Context: an optimization exercise on an open-source flow, tuned for small area, a short achievable clock period and few clock cycles. The choices shown serve that exercise and are no tape-out recipe.
At most, simulation tests tie the RTL to the original design; equivalence was not proved.
Power is estimated from default activity; no workload was simulated.

==> try-raven <==
## frame_coproc
module frame_coproc (
    input  wire        clk,
    input  wire        rst,
    input  wire        bus_we,
    input  wire [7:0]  bus_addr,
    input  wire [31:0] bus_wdata,
    output reg  [31:0] bus_rdata,
    input  wire [7:0]  rx_count,
    input  wire [7:0]  rx_data,
    output reg         rx_pop,
    output reg         rx_flush,
    output wire        tx_valid,
    output wire [7:0]  tx_data,
    input  wire        tx_ready
);
Settings: LEC_CHECK=0, CAP_MARGIN=20, CORE_MARGIN=2, CORE_UTILIZATION=40, CTS_BUF_LIST=sky130_fd_sc_hd__clkbuf_16, CTS_CLUSTER_DIAMETER=100, CTS_CLUSTER_SIZE=24, PLACE_DENSITY=0.6, SETUP_SLACK_MARGIN=3.5, SLEW_MARGIN=20; clock period 10.0 ns.
standard.sh (not shown) runs the stock make flow with config.mk's settings and CLKGATE_MAP_FILE= SYNTH_SCRIPT=/design/flow/synth_recipe.tcl, a recipe that flattens the netlist after the stock synthesis.
==> flow/flow/run.sh <==
#!/bin/bash
# Layout flow: the standard synthesis unchanged, then the standard ORFS
# layout with two differences: every port gets a buf_2 as its buffer (ORFS
# would pick a slow delay cell), and the delay cells are kept out of timing
# repair. Each tool's output goes to a log file of its own here.
set -uo pipefail
bash standard.sh synth > synth.log 2>&1 || { tail -20 synth.log; exit 1; }
export BUFFER_PORTS_ARGS="-buffer_cell sky130_fd_sc_hd__buf_2"
export DONT_USE_CELLS="sky130_fd_sc_hd__clkdlybuf4s15_1 sky130_fd_sc_hd__clkdlybuf4s15_2 \
sky130_fd_sc_hd__clkdlybuf4s18_1 sky130_fd_sc_hd__clkdlybuf4s18_2 \
sky130_fd_sc_hd__clkdlybuf4s25_1 sky130_fd_sc_hd__clkdlybuf4s25_2 \
sky130_fd_sc_hd__clkdlybuf4s50_1 sky130_fd_sc_hd__clkdlybuf4s50_2 \
sky130_fd_sc_hd__dlygate4sd1_1 sky130_fd_sc_hd__dlygate4sd2_1 sky130_fd_sc_hd__dlygate4sd3_1 \
sky130_fd_sc_hd__dlymetal6s2s_1 sky130_fd_sc_hd__dlymetal6s4s_1 sky130_fd_sc_hd__dlymetal6s6s_1"
bash standard.sh > layout.log 2>&1 || { tail -20 layout.log; exit 1; }
==> try-pepper: changes against try-raven <==
--- a/flow/design.v
+++ b/flow/design.v
@@ -24,37 +24,36 @@
             3'd6:    begin lay_a = 32'h000C0C0C; lay_b = 32'h00000000; end
             default: begin lay_a = 32'h00000000; lay_b = 32'h00000000; end
         endcase
     end
 endmodule
 module fc_crc6_step #(parameter K = 8) (
     input  wire [5:0]   r_in,
-    input  wire [K-1:0] d,        
+    input  wire [K-1:0] d,
     input  wire [5:0]   poly,
     output reg  [5:0]   r_out
 );
     integer i;
     always @(*) begin
         r_out = r_in;
         for (i = K - 1; i >= 0; i = i - 1)
             r_out = {r_out[4:0], 1'b0} ^ ((d[i] ^ r_out[5]) ? poly : 6'd0);
     end
 endmodule
-module fc_fold7 (
+module fc_crc6_syn (
     input  wire [63:0] w,
-    output wire [6:0]  h
+    output wire [5:0]  s
 );
-    localparam [63:0] G0 = 64'h0204081020408101;
-    localparam [63:0] G1 = 64'h0408102040810202;
-    localparam [63:0] G2 = 64'h0810204081020404;
-    localparam [63:0] G3 = 64'h1020408102040808;
-    localparam [63:0] G4 = 64'h2040810204081010;
-    localparam [63:0] G5 = 64'h4081020408102060;
-    localparam [63:0] G6 = 64'h8102040810204080;
-    assign h = {^(w & G6), ^(w & G5), ^(w & G4), ^(w & G3), ^(w & G2), ^(w & G1), ^(w & G0)};
+    localparam [63:0] SM0 = 64'h83060C183060C181;
+    localparam [63:0] SM1 = 64'h850A142850A14282;
+    localparam [63:0] SM2 = 64'h8912244891224484;
+    localparam [63:0] SM3 = 64'h9122448912244888;
+    localparam [63:0] SM4 = 64'hA142850A14285090;
+    localparam [63:0] SM5 = 64'hC183060C183060E0;
+    assign s = {^(w & SM5), ^(w & SM4), ^(w & SM3), ^(w & SM2), ^(w & SM1), ^(w & SM0)};
 endmodule
 module fc_pack (
     input  wire [5:0]   cls,       
     input  wire [127:0] values,
     output wire [57:6]  word
 );
     wire [15:0] v1 = values[15:0],   v2 = values[31:16],  v3 = values[47:32];
@@ -155,43 +154,28 @@
     wire fill_end = b_rx && (cnt[2:0] == 3'd7);        
     wire [5:0] op_cls;
     fc_layout u_cls (.format(op_format), .cls(op_cls));
     wire [2:0] op_code = op_cls[0] ? 3'd1 : op_cls[1] ? 3'd2 : op_cls[2] ? 3'd3 :
                          op_cls[3] ? 3'd4 : op_cls[4] ? 3'd5 : op_cls[5] ? 3'd6 : 3'd0;
     wire [57:6] pkd;
     fc_pack u_pack (.cls(op_cls), .values(op_fields), .word(pkd));
-    wire [6:0] enc_h;
-    fc_fold7 u_enc_fold (.w({op_format, pkd, 6'd0}), .h(enc_h));
-    wire [5:0] enc_crc = enc_h[5:0] ^ {6{enc_h[6]}};
-    wire [6:0] dec_h;
-    fc_fold7 u_dec_fold (.w(op_word), .h(dec_h));
-    wire dec_ok = (dec_h == 7'd0) || (dec_h == 7'h7F);
+    wire [5:0] enc_crc;
+    fc_crc6_syn u_enc_crc (.w({op_format, pkd, 6'd0}), .s(enc_crc));
+    wire [5:0] dec_syn;
+    fc_crc6_syn u_dec_syn (.w(op_word), .s(dec_syn));
+    wire dec_ok = (dec_syn == 6'd0);
     wire [63:0] shifted = {rx_word[55:0], rx_data};
-    wire [6:0] win_h_w, win_h_b;
-    fc_fold7 u_win_fold_w (.w({rx_word[55:0], 8'd0}), .h(win_h_w));
-    fc_fold7 u_win_fold_b (.w({56'd0, rx_data}), .h(win_h_b));
-    wire [6:0] win_h = win_h_w ^ win_h_b;
-    wire win_ok = (win_h == 7'd0) || (win_h == 7'h7F);
-    reg [7:0] send_byte;
-    always @(*) begin
-        case (cnt[2:0])
-            3'd0: send_byte = op_word[63:56];
-            3'd1: send_byte = op_word[55:48];
-            3'd2: send_byte = op_word[47:40];
-            3'd3: send_byte = op_word[39:32];
-            3'd4: send_byte = op_word[31:24];
-            3'd5: send_byte = op_word[23:16];
-            3'd6: send_byte = op_word[15:8];
-            default: send_byte = op_word[7:0];
-        endcase
-    end
-    wire [K-1:0] chunk = send_byte;
+    wire [5:0] win_syn;
+    fc_crc6_syn u_win_syn (.w(shifted), .s(win_syn));
+    wire win_ok = (win_syn == 6'd0);
+    wire [7:0] send_byte = op_word[63 - 8 * cnt[2:0] -: 8];
+    wire [K-1:0] chunk   = op_word[63 - K * cnt[$clog2(NC)-1:0] -: K];
     wire [5:0] crc_next;
     fc_crc6_step #(.K(K)) u_step (
-        .r_in(res_crc & {6{busy}}), .d(chunk), .poly(op_poly[5:0]), .r_out(crc_next)
+        .r_in(busy ? res_crc : 6'd0), .d(chunk), .poly(op_poly[5:0]), .r_out(crc_next)
     );
     assign tx_valid = go_send || b_send;
     assign tx_data  = send_byte;
     always @(*) begin
         rx_pop   = go_rxdata || fill || (b_rx && !fill && have1 && cmd == C_RESYNC);
         rx_flush = b_rx && !fill &&
                    (cmd == C_RECV || !have1 || rx_checks == 6'd32);
==> flow/run.sh (new file) <==
#!/bin/bash
# synth_recipe.tcl (not shown) runs the flow's synth.tcl, then flattens the netlist and writes it again
# the make line also repeats each setting of config.mk as NAME=value (left out here)
make -C /OpenROAD-flow-scripts/flow DESIGN_CONFIG=/design/flow/config.mk WORK_HOME=/design/flow/orfs CLKGATE_MAP_FILE= SYNTH_SCRIPT=/design/flow/synth_recipe.tcl finish
==> flow/config.mk (replaced) <==
export PLATFORM = sky130hd
export DESIGN_NAME = frame_coproc
export DESIGN_NICKNAME = frame_coproc
export VERILOG_FILES = /design/flow/design.v
export SDC_FILE = /design/flow/constraint.sdc
export NUM_CORES = 4
export LEC_CHECK = 0
export CAP_MARGIN = 20
export CORE_MARGIN = 2
export CORE_UTILIZATION = 25
export PLACE_DENSITY = 0.5
export SLEW_MARGIN = 20
removed: flow/flow/run.sh
removed: flow/standard.sh
==> metrics.md <==
| Metric | Value |
|---|---|
| Status | `timing/DRC/antenna clean` |
| Number of inserted diodes | `1` |
| Max Freq | `153 MHz` |
| Drt total wl | `between 100000 and 150000 µm` |
| Largest net degree at the start of global routing | `~160` |
| Mux cell area share after synthesis | `4.00%` |
| DP Worst Slack | `2.79 ns` |
| Reg2reg start | `cnt[2]` |
| Met2 WL post-DR | `between 40000 and 50000 µm` |
| Int Pwr | `2220 µW` |
| Final clock-cell share | `3.00%` |
| Seq pwr share | `57.0%` |
| Crit path max fanout | `10` |
| Synth top area cells | `dfxtp_1 (32%), nand2_1 (10%), edfxtp_1 (7.2%), a21oi_1 (6.9%), xnor2_1 (5.9%)` |
| Power Clock | `1150 µW` |
| Most frequent cells in the layout | `nand2_1 (620), dfxtp_1 (362), a21oi_1 (316), nor2_1 (170), xnor2_1 (155)` |
That was try-raven.
==> metrics.md <==
| Metric | Value |
|---|---|
| Most frequent cells in the layout | `nand2_1 (618), dfxtp_1 (362), a21oi_1 (324), nor2_1 (166), xnor2_1 (157)` |
| Max Freq | `~120 MHz` |
| Synth top area cells | `dfxtp_1 (32%), nand2_1 (10%), edfxtp_1 (7.2%), a21oi_1 (7.1%), xnor2_1 (6.0%)` |
| Status | `timing/DRC/antenna clean` |
| Seq pwr share | `45.4%` |
| DP Worst Slack | `~2.1 ns` |
| Met2 WL post-DR | `52000 µm` |
| Int Pwr | `2840 µW` |
That was try-pepper.
Testbench counts of try-raven, summed over its fixed seeds: cycles 37,748.
The RTL of try-pepper was laid out without a check of its function.


==> juniper: inputs <==
frame_coproc, a different RTL version from the one above (not shown whole).
==> flow/config.mk <==
export PLATFORM = sky130hd
export DESIGN_NAME = frame_coproc
export DESIGN_NICKNAME = frame_coproc
export VERILOG_FILES = /design/flow/design.v
export SDC_FILE = /design/flow/constraint.sdc
export NUM_CORES = 4
export LEC_CHECK = 0
export CAP_MARGIN = 20
export CORE_MARGIN = 2
export CORE_UTILIZATION = 40
export CTS_BUF_LIST = sky130_fd_sc_hd__clkbuf_16
export CTS_CLUSTER_DIAMETER = 100
export CTS_CLUSTER_SIZE = 24
export PLACE_DENSITY = 0.6
export SETUP_SLACK_MARGIN = 4.0
export SLEW_MARGIN = 20
==> flow/constraint.sdc <==
create_clock -name core_clock -period 10.0 [get_ports {clk}]
set_input_delay 2.0000 -clock core_clock [delete_from_list [all_inputs] [get_ports {clk}]]
set_output_delay 2.0000 -clock core_clock [all_outputs]
set_load 0.01 [all_outputs]
==> flow/flow/run.sh <==
#!/bin/bash
# Layout flow: the standard synthesis unchanged, then the standard ORFS
# layout with two differences: every port gets a buf_2 as its buffer (ORFS
# would pick a slow delay cell), and the delay cells are kept out of timing
# repair. Each tool's output goes to a log file of its own here.
set -uo pipefail
bash standard.sh synth > synth.log 2>&1 || { tail -20 synth.log; exit 1; }
export BUFFER_PORTS_ARGS="-buffer_cell sky130_fd_sc_hd__buf_2"
export DONT_USE_CELLS="sky130_fd_sc_hd__clkdlybuf4s15_1 sky130_fd_sc_hd__clkdlybuf4s15_2 \
sky130_fd_sc_hd__clkdlybuf4s18_1 sky130_fd_sc_hd__clkdlybuf4s18_2 \
sky130_fd_sc_hd__clkdlybuf4s25_1 sky130_fd_sc_hd__clkdlybuf4s25_2 \
sky130_fd_sc_hd__clkdlybuf4s50_1 sky130_fd_sc_hd__clkdlybuf4s50_2 \
sky130_fd_sc_hd__dlygate4sd1_1 sky130_fd_sc_hd__dlygate4sd2_1 sky130_fd_sc_hd__dlygate4sd3_1 \
sky130_fd_sc_hd__dlymetal6s2s_1 sky130_fd_sc_hd__dlymetal6s4s_1 sky130_fd_sc_hd__dlymetal6s6s_1"
bash standard.sh > layout.log 2>&1 || { tail -20 layout.log; exit 1; }
==> garnet: changes against juniper <==
--- a/flow/design.v
+++ b/flow/design.v
@@ -30,15 +30,26 @@
     input  wire [5:0]   r_in,
     input  wire [K-1:0] d,        
     input  wire [5:0]   poly,
     output reg  [5:0]   r_out
 );
-    integer i;
+    reg [K-1:0] fb;               
+    integer t, s, j, k;
     always @(*) begin
-        r_out = r_in;
-        for (i = K - 1; i >= 0; i = i - 1)
-            r_out = {r_out[4:0], 1'b0} ^ ((d[i] ^ r_out[5]) ? poly : 6'd0);
+        for (t = 0; t < K; t = t + 1) begin
+            fb[t] = d[K-1-t];
+            if (t <= 5) fb[t] = fb[t] ^ r_in[5-t];
+            for (s = 0; s < t; s = s + 1)
+                if (t - 1 - s <= 5) fb[t] = fb[t] ^ (fb[s] & poly[5-t+1+s]);
+        end
+        for (j = 0; j < 6; j = j + 1) begin
+            r_out[j] = (j >= K) ? r_in[j-K] : 1'b0;
+            for (t = 0; t < K; t = t + 1) begin
+                k = j - (K - 1 - t);
+                if (k >= 0 && k <= 5) r_out[j] = r_out[j] ^ (fb[t] & poly[k]);
+            end
+        end
     end
 endmodule
 module fc_fold7 (
     input  wire [63:0] w,
     output wire [6:0]  h
@@ -164,39 +175,33 @@
     wire [5:0] enc_crc = enc_h[5:0] ^ {6{enc_h[6]}};
     wire [6:0] dec_h;
     fc_fold7 u_dec_fold (.w(op_word), .h(dec_h));
     wire dec_ok = (dec_h == 7'd0) || (dec_h == 7'h7F);
     wire [63:0] shifted = {rx_word[55:0], rx_data};
-    wire [6:0] win_h_w, win_h_b;
-    fc_fold7 u_win_fold_w (.w({rx_word[55:0], 8'd0}), .h(win_h_w));
-    fc_fold7 u_win_fold_b (.w({56'd0, rx_data}), .h(win_h_b));
-    wire [6:0] win_h = win_h_w ^ win_h_b;
+    wire [6:0] win_h;
+    fc_fold7 u_win_fold (.w(shifted), .h(win_h));
     wire win_ok = (win_h == 7'd0) || (win_h == 7'h7F);
-    reg  [7:0] cur_byte;
-    wire [7:0] byte_now = busy ? cur_byte : op_word[63:56];
-    wire       step     = go_crc || b_crc || ((go_send || b_send) && tx_ready);
-    wire [2:0] cnt_next = cnt[2:0] + {2'd0, step};
-    reg  [7:0] byte_next;
+    reg [7:0] send_byte;
     always @(*) begin
-        case (cnt_next)
-            3'd0: byte_next = op_word[63:56];
-            3'd1: byte_next = op_word[55:48];
-            3'd2: byte_next = op_word[47:40];
-            3'd3: byte_next = op_word[39:32];
-            3'd4: byte_next = op_word[31:24];
-            3'd5: byte_next = op_word[23:16];
-            3'd6: byte_next = op_word[15:8];
-            default: byte_next = op_word[7:0];
+        case (cnt[2:0])
+            3'd0: send_byte = op_word[63:56];
+            3'd1: send_byte = op_word[55:48];
+            3'd2: send_byte = op_word[47:40];
+            3'd3: send_byte = op_word[39:32];
+            3'd4: send_byte = op_word[31:24];
+            3'd5: send_byte = op_word[23:16];
+            3'd6: send_byte = op_word[15:8];
+            default: send_byte = op_word[7:0];
         endcase
     end
-    always @(posedge clk) cur_byte <= byte_next;
+    wire [K-1:0] chunk = send_byte;
     wire [5:0] crc_next;
     fc_crc6_step #(.K(K)) u_step (
-        .r_in(res_crc & {6{busy}}), .d(byte_now), .poly(op_poly[5:0]), .r_out(crc_next)
+        .r_in(res_crc & {6{busy}}), .d(chunk), .poly(op_poly[5:0]), .r_out(crc_next)
     );
     assign tx_valid = go_send || b_send;
-    assign tx_data  = byte_now;
+    assign tx_data  = send_byte;
     always @(*) begin
         rx_pop   = go_rxdata || fill || (b_rx && !fill && have1 && cmd == C_RESYNC);
         rx_flush = b_rx && !fill &&
                    (cmd == C_RECV || !have1 || rx_checks == 6'd32);
     end
==> flow/run.sh (new file) <==
#!/bin/bash
# synth_recipe.tcl (not shown) runs the flow's synth.tcl, then flattens the netlist and writes it again
# the make line also repeats each setting of config.mk as NAME=value (left out here)
make -C /OpenROAD-flow-scripts/flow DESIGN_CONFIG=/design/flow/config.mk WORK_HOME=/design/flow/orfs CLKGATE_MAP_FILE= SYNTH_SCRIPT=/design/flow/synth_recipe.tcl finish
Settings changed: CTS_BUF_LIST sky130_fd_sc_hd__clkbuf_16 to unset, CTS_CLUSTER_DIAMETER 100 to unset, CTS_CLUSTER_SIZE 24 to unset, SETUP_SLACK_MARGIN 4.0 to 3.0.
removed: flow/flow/run.sh
removed: flow/standard.sh
==> fjord: changes against juniper <==
--- a/flow/design.v
+++ b/flow/design.v
@@ -30,15 +30,26 @@
     input  wire [5:0]   r_in,
     input  wire [K-1:0] d,        
     input  wire [5:0]   poly,
     output reg  [5:0]   r_out
 );
-    integer i;
+    reg [K-1:0] fb;               
+    integer t, s, j, k;
     always @(*) begin
-        r_out = r_in;
-        for (i = K - 1; i >= 0; i = i - 1)
-            r_out = {r_out[4:0], 1'b0} ^ ((d[i] ^ r_out[5]) ? poly : 6'd0);
+        for (t = 0; t < K; t = t + 1) begin
+            fb[t] = d[K-1-t];
+            if (t <= 5) fb[t] = fb[t] ^ r_in[5-t];
+            for (s = 0; s < t; s = s + 1)
+                if (t - 1 - s <= 5) fb[t] = fb[t] ^ (fb[s] & poly[5-t+1+s]);
+        end
+        for (j = 0; j < 6; j = j + 1) begin
+            r_out[j] = (j >= K) ? r_in[j-K] : 1'b0;
+            for (t = 0; t < K; t = t + 1) begin
+                k = j - (K - 1 - t);
+                if (k >= 0 && k <= 5) r_out[j] = r_out[j] ^ (fb[t] & poly[k]);
+            end
+        end
     end
 endmodule
 module fc_fold7 (
     input  wire [63:0] w,
     output wire [6:0]  h
@@ -164,39 +175,33 @@
     wire [5:0] enc_crc = enc_h[5:0] ^ {6{enc_h[6]}};
     wire [6:0] dec_h;
     fc_fold7 u_dec_fold (.w(op_word), .h(dec_h));
     wire dec_ok = (dec_h == 7'd0) || (dec_h == 7'h7F);
     wire [63:0] shifted = {rx_word[55:0], rx_data};
-    wire [6:0] win_h_w, win_h_b;
-    fc_fold7 u_win_fold_w (.w({rx_word[55:0], 8'd0}), .h(win_h_w));
-    fc_fold7 u_win_fold_b (.w({56'd0, rx_data}), .h(win_h_b));
-    wire [6:0] win_h = win_h_w ^ win_h_b;
+    wire [6:0] win_h;
+    fc_fold7 u_win_fold (.w(shifted), .h(win_h));
     wire win_ok = (win_h == 7'd0) || (win_h == 7'h7F);
-    reg  [7:0] cur_byte;
-    wire [7:0] byte_now = busy ? cur_byte : op_word[63:56];
-    wire       step     = go_crc || b_crc || ((go_send || b_send) && tx_ready);
-    wire [2:0] cnt_next = cnt[2:0] + {2'd0, step};
-    reg  [7:0] byte_next;
+    reg [7:0] send_byte;
     always @(*) begin
-        case (cnt_next)
-            3'd0: byte_next = op_word[63:56];
-            3'd1: byte_next = op_word[55:48];
-            3'd2: byte_next = op_word[47:40];
-            3'd3: byte_next = op_word[39:32];
-            3'd4: byte_next = op_word[31:24];
-            3'd5: byte_next = op_word[23:16];
-            3'd6: byte_next = op_word[15:8];
-            default: byte_next = op_word[7:0];
+        case (cnt[2:0])
+            3'd0: send_byte = op_word[63:56];
+            3'd1: send_byte = op_word[55:48];
+            3'd2: send_byte = op_word[47:40];
+            3'd3: send_byte = op_word[39:32];
+            3'd4: send_byte = op_word[31:24];
+            3'd5: send_byte = op_word[23:16];
+            3'd6: send_byte = op_word[15:8];
+            default: send_byte = op_word[7:0];
         endcase
     end
-    always @(posedge clk) cur_byte <= byte_next;
+    wire [K-1:0] chunk = send_byte;
     wire [5:0] crc_next;
     fc_crc6_step #(.K(K)) u_step (
-        .r_in(res_crc & {6{busy}}), .d(byte_now), .poly(op_poly[5:0]), .r_out(crc_next)
+        .r_in(res_crc & {6{busy}}), .d(chunk), .poly(op_poly[5:0]), .r_out(crc_next)
     );
     assign tx_valid = go_send || b_send;
-    assign tx_data  = byte_now;
+    assign tx_data  = send_byte;
     always @(*) begin
         rx_pop   = go_rxdata || fill || (b_rx && !fill && have1 && cmd == C_RESYNC);
         rx_flush = b_rx && !fill &&
                    (cmd == C_RECV || !have1 || rx_checks == 6'd32);
     end
==> flow/run.sh (new file) <==
#!/bin/bash
# synth_recipe.tcl (not shown) runs the flow's synth.tcl, then flattens the netlist and writes it again
# the make line also repeats each setting of config.mk as NAME=value (left out here)
make -C /OpenROAD-flow-scripts/flow DESIGN_CONFIG=/design/flow/config.mk WORK_HOME=/design/flow/orfs CLKGATE_MAP_FILE= SYNTH_SCRIPT=/design/flow/synth_recipe.tcl finish
Settings changed: CTS_BUF_LIST sky130_fd_sc_hd__clkbuf_16 to unset, CTS_CLUSTER_DIAMETER 100 to unset, CTS_CLUSTER_SIZE 24 to unset, SETUP_SLACK_MARGIN 4.0 to 4.5.
removed: flow/flow/run.sh
removed: flow/standard.sh
==> results.py <==
metrics = {
    "status": {
        "status": "complete, no violations",
    },
    "clock_network": {
        "cts_buffers": 50,
    },
    "pwr": {
        "ir_drop_mv": 0.113,
        "powerDensity_mw_per_mm2": 126,
    },
    "layout": {
        "drive_gt1_frac": 0.235,
        "area_growth_pct": 30.3,
    },
    "routing": {
        "drt-initial-drc-count": 4054,
        "wire_per_inst_um": 32.2,
    },
    "worst_setup_path": {
        "critPathLaunch": "bus_addr[7]",
        "cp.depth": 10,
    },
    "sta": {
        "fin_hold_ws_ps": 454,
        "fin_skew_ps": 22.6,
    },
    "logic_synthesis": {
        "synthTopCellsByCount": "628 x nand2_1, 363 x dfxtp_1, 323 x a21oi_1",
    },
    "placed_design": {
        "place_hpwl_um": 83100,
    },
}
(the above is from fjord)
==> results.py <==
metrics = {
    "layout": {
        "drive_gt1_frac": 0.113,
        "fin_area_mm2": 0.0266,
        "area_growth_pct": 16.8,
    },
    "sta": {
        "fin_hold_ws_ps": 455,
        "fin_skew_ps": 43.4,
    },
    "worst_setup_path": {
        "critPathLaunch": "bus_addr[2]",
        "regToRegSetupSlack_ps": 3400,
        "cp.depth": 10,
    },
    "routing": {
        "drt-initial-drc-count": 3706,
        "wire_per_inst_um": 33.5,
    },
    "clock_network": {
        "ctsResizeCount": 64,
    },
    "status": {
        "status": "complete, no violations",
    },
    "logic_synthesis": {
        "synthTopCellsByCount": "628 x nand2_1, 363 x dfxtp_1, 323 x a21oi_1",
    },
    "pwr": {
        "powerDensity_mw_per_mm2": 141,
        "ir_drop_mv": 0.139,
    },
}
(the above is from garnet)
==> results.py <==
metrics = {
    "clock_network": {
        "cts_root_buffer": "clkbuf_16",
        "cts_buffers": 24,
    },
    "sta": {
        "fin_skew_ps": 39.2,
        "fin_hold_ws_ps": 459,
    },
    "worst_setup_path": {
        "cp.depth": 11,
        "critPathLaunch": "bus_addr[6]",
    },
    "placed_design": {
        "place_hpwl_um": 84200,
    },
    "status": {
        "status": "complete, no violations",
    },
    "routing": {
        "wire_per_inst_um": 32.1,
    },
    "pwr": {
        "ir_drop_mv": 0.118,
        "powerDensity_mw_per_mm2": 112,
    },
    "layout": {
        "drive_gt1_frac": 0.174,
    },
}
(the above is from juniper)
Testbench counts of juniper, summed over its fixed seeds: cycles 37,748.
Testbench counts of garnet, summed over its fixed seeds: cycles 37,748.
Testbench counts of fjord, summed over its fixed seeds: cycles 37,748.

[what the ideal ports hide]
The results above use ideal ports. As a check the final layouts listed here were re-extracted and re-timed, cells and wires unchanged. Step 1 sets driving cells, clkbuf_16 on the clock port and buf_2 on the other inputs (assumed; they add their load-dependent delay and slew). Step 2 adds t to the input delays and takes it off the output delays; t is the mean of the earliest and latest rising clock arrival at the registers after step 1. Input paths then give back, and output paths get back, about the clock's delay inside the block. Slacks: ideal ports / drivers / drivers and shift; pairs: ideal ports / drivers.
run	t, ns	setup slack, ns	worst hold slack (ns)	clock arrival spread, ns
try-raven	0.659	3.449 / 3.410 / 3.410	0.461 / 0.461 / 0.461	0.023 / 0.023
try-pepper	0.683	1.963 / 1.941 / 1.941	0.455 / 0.455 / 0.455	0.042 / 0.042
juniper	0.663	3.442 / 3.373 / 3.373	0.459 / 0.459 / 0.459	0.044 / 0.044
garnet	0.656	2.922 / 2.898 / 2.898	0.455 / 0.455 / 0.455	0.046 / 0.046
fjord	0.667	3.653 / 3.600 / 3.600	0.454 / 0.454 / 0.454	0.023 / 0.023
After both steps setup and hold are still met in every run listed. For juniper, which loses most, drivers alone change the setup slack by -0.069 ns; drivers and shift together by -0.069 ns.
